What follows belongs to an exercise in optimizing a design on an open flow for a short achievable clock period and few clock cycles per item; a production flow would make more cautious choices. The RTL was checked by simulation tests, not by an equivalence proof against the original design. No driver is modelled on the clock port, so clock power and skew are understated where the tree is cut down; a real chip needs a root buffer or a tree. Power is estimated from default activity; no workload was simulated.

Setup of wip/amber:
## hesch_cpu
module hesch_cpu (
    input  wire       clk,
    input  wire       rst,
    output wire [7:0] mem_addr,
    input  wire [7:0] mem_rdata,
    output wire       mem_we,
    output wire [7:0] mem_wdata,
    output wire       out_valid,
    output wire [7:0] out_data,
    output wire       halted,
    output wire       fault
);
    reg  [7:0] addr;
    reg  [7:0] ir;
    reg        k_opc, k_movo, k_jmpo;
    reg  [6:0] d_alu;
    reg  [3:0] d_sl, d_sr;
    reg        d_wr;
    reg        wr_q;
    reg        aw_q;       
    reg        ks_opc, ks_movo, ks_jmpo;
    reg        halted_q;
    reg        fault_q;
    reg  [7:0] ra, rb, rc, rd;
    reg  [7:0] bank;
    reg        we_q;
    reg        ov_q;
    reg  [7:0] data_q;
    wire [7:0] b = mem_rdata;
    wire [7:0] addr_inc = addr + 8'd1;
    wire [3:0] op     = ir[3:0];
    wire       i_mov  = op == 4'd8;
    wire       i_jmp  = op == 4'd9;
    wire       i_stop = op[3] && op[2] && (op[1] || op[0]);
    wire       e_stop = k_opc && i_stop;
    wire [3:0] dst    = ir[7:4];
    wire       m_pc   = k_movo && dst == 4'd4;
    wire       m_mem  = k_movo && dst == 4'd5 && ir[2:0] != 3'd5;
    wire       m_out  = k_movo && dst == 4'd9;
    wire       m_bank = k_movo && dst == 4'd7;
    wire [3:0] m_reg  = k_movo ? ((5'b00001 << dst) & 5'b01111) : 4'b0000;
    wire [3:0] a_reg  = (k_opc && d_wr) ? d_sl : 4'b0000;
    wire f_movo = k_opc && i_mov;
    wire f_jmpo = k_opc && i_jmp;
    wire f_opc  = !(f_movo || f_jmpo || e_stop || m_pc);
    wire n_opc  = !halted_q && !wr_q && (aw_q ? ks_opc  : f_opc);
    wire n_movo = !halted_q && !wr_q && (aw_q ? ks_movo : f_movo);
    wire n_jmpo = !halted_q && !wr_q && (aw_q ? ks_jmpo : f_jmpo);
    reg [7:0] src;
    always @(*) begin
        case (ir[2:0])
            3'd0:    src = ra;
            3'd1:    src = rb;
            3'd2:    src = rc;
            3'd3:    src = rd;
            3'd4:    src = addr;
            3'd5:    src = ir;
            3'd6:    src = ra;
            default: src = bank;
        endcase
    end
    wire [7:0] op_l = ({8{d_sl[0]}} & ra) | ({8{d_sl[1]}} & rb) |
  ...
Size in the first run: roughly 720 cells after synthesis, about 38 I/O pins, ~5600 um^2 of cells after synthesis.
==> flow/config.mk <==
export PLATFORM = sky130hd
export DESIGN_NAME = hesch_cpu
export DESIGN_NICKNAME = hesch_cpu
export VERILOG_FILES = /design/flow/design.v
export SDC_FILE = /design/flow/constraint.sdc
export NUM_CORES = 4
export LEC_CHECK = 0
export CAP_MARGIN = 20
export CORE_MARGIN = 2
export CORE_UTILIZATION = 40
export PLACE_DENSITY = 0.6
export SLEW_MARGIN = 20
==> flow/constraint.sdc <==
create_clock -name core_clock -period 10.0 [get_ports {clk}]
set_input_delay 2.0000 -clock core_clock [delete_from_list [all_inputs] [get_ports {clk}]]
set_output_delay 2.0000 -clock core_clock [all_outputs]
set_load 0.01 [all_outputs]
standard.sh (not shown) runs the stock make flow with config.mk's settings and CLKGATE_MAP_FILE= SYNTH_SCRIPT=/design/flow/synth_recipe.tcl, a recipe that flattens the netlist after the stock synthesis.
==> flow/flow/run.sh <==
#!/bin/bash
# The standard layout, with two changes to how it is made:
#  - repair_timing is asked for extra setup margin, so that it keeps
#    improving paths well past what the 10 ns clock needs;
#  - after clock-tree synthesis, the tree is rebuilt as one level of four
#    equal clkbuf_16 buffers, each driving the registers of one quarter of
#    the core (flow/post_cts.tcl), and timing is repaired again.
set -euo pipefail
MARGIN=$(cat flow/margin.txt)
bash standard.sh finish SETUP_SLACK_MARGIN=$MARGIN POST_CTS_TCL=$PWD/flow/post_cts.tcl > flow_make.log 2>&1
==> flow/flow/margin.txt <==
7.4
Other scripts of this flow, unchanged in this note and not shown: flow/flow/post_cts.tcl
wip/amber reached the final stage; the timing, DRC and antenna checks on its layout passed.
Testbench counts of wip/amber, summed over its fixed seeds: cycles 14,206, instructions 9,586.
The following lists how wip/xenon was set up differently from wip/amber:
Settings: PLACE_DENSITY: 0.6 -> 0.65; CORE_UTILIZATION: 40 -> 50.
==> flow/flow/margin.txt <==
7.5
Results
- Of wip/xenon and wip/amber, wip/xenon shows the higher final core area utilization, with wip/amber below it.
- The iteration count of the initial detailed-routing pass of wip/xenon is lower than that of wip/amber.
- wip/amber → wip/xenon: critical path depth ~0 delta, worst setup slack +0.0033 ns, share of power burned in registers -2.0 points, number of cells in the design after placement -about 4.7%.
Input-level comparison between wip/lagoon and wip/xenon:
Settings: PLACE_DENSITY now 0.75, was 0.65; CORE_UTILIZATION now 40, was 50.
Findings:
From wip/xenon to wip/lagoon the numbers moved as follows: wire length fell 8.5%, global-route usage moved down.
Via count of the first global-routing pass: wip/lagoon vs wip/xenon down 5.0%
wip/lagoon — x dimension of the die 11% higher, wip/xenon as reference
wip/xenon consumes less power than wip/lagoon.
Floorplan check, wip/lagoon vs wip/xenon: die outline larger in wip/lagoon
Critical path capture point: mem_addr[6] -> wip/lagoon, mem_addr[3] -> wip/xenon
Between wip/xenon and wip/lagoon, the flow reports post-route cell area decreasing slightly.
What wip/xenon reported for number of tap cells added at floorplan has to be multiplied by 1.3 to get the figure for wip/lagoon.
Between wip/xenon and wip/lagoon, the flow reports length of routed wiring on met1 decreasing by more than 10%.
The clock cells of wip/amber and wip/xenon come from the design's own scripts or RTL, not from TritonCTS.

## port drivers added, routing unchanged
In the flow no input, the clock included, has a driving cell. The finished layouts below were timed again as built, in two steps.
Step 1: set_driving_cell puts a clkbuf_16 on clk and a buf_2 on each other input, an assumption about the parent block.
Step 2 moves the port delays by t, midway between the first and last clock arrival at a register: inputs arrive t later, outputs are due t later. That takes back most of the time a late clock gives input paths.
a / b / c = ideal / step 1 / step 2; a / b = the first two.
| run | t (ns) | slack for setup (ns) | hold slack, ns | worst setup path after step 2 |
|---|---|---|---|---|
| wip/amber | 0.243 | 7.349 / 7.262 / 7.275 | 0.492 / 0.492 / 0.492 | input to register |
| wip/xenon | 0.234 | 7.352 / 7.271 / 7.314 | 0.506 / 0.506 / 0.506 | input to register |
| wip/lagoon | 0.247 | 7.347 / 7.262 / 7.320 | 0.504 / 0.504 / 0.504 | input to register |
After both steps every run listed still meets setup and hold. The setup slack of wip/amber, which loses most, moves by -0.087 ns with the drivers and by -0.074 ns with both steps.
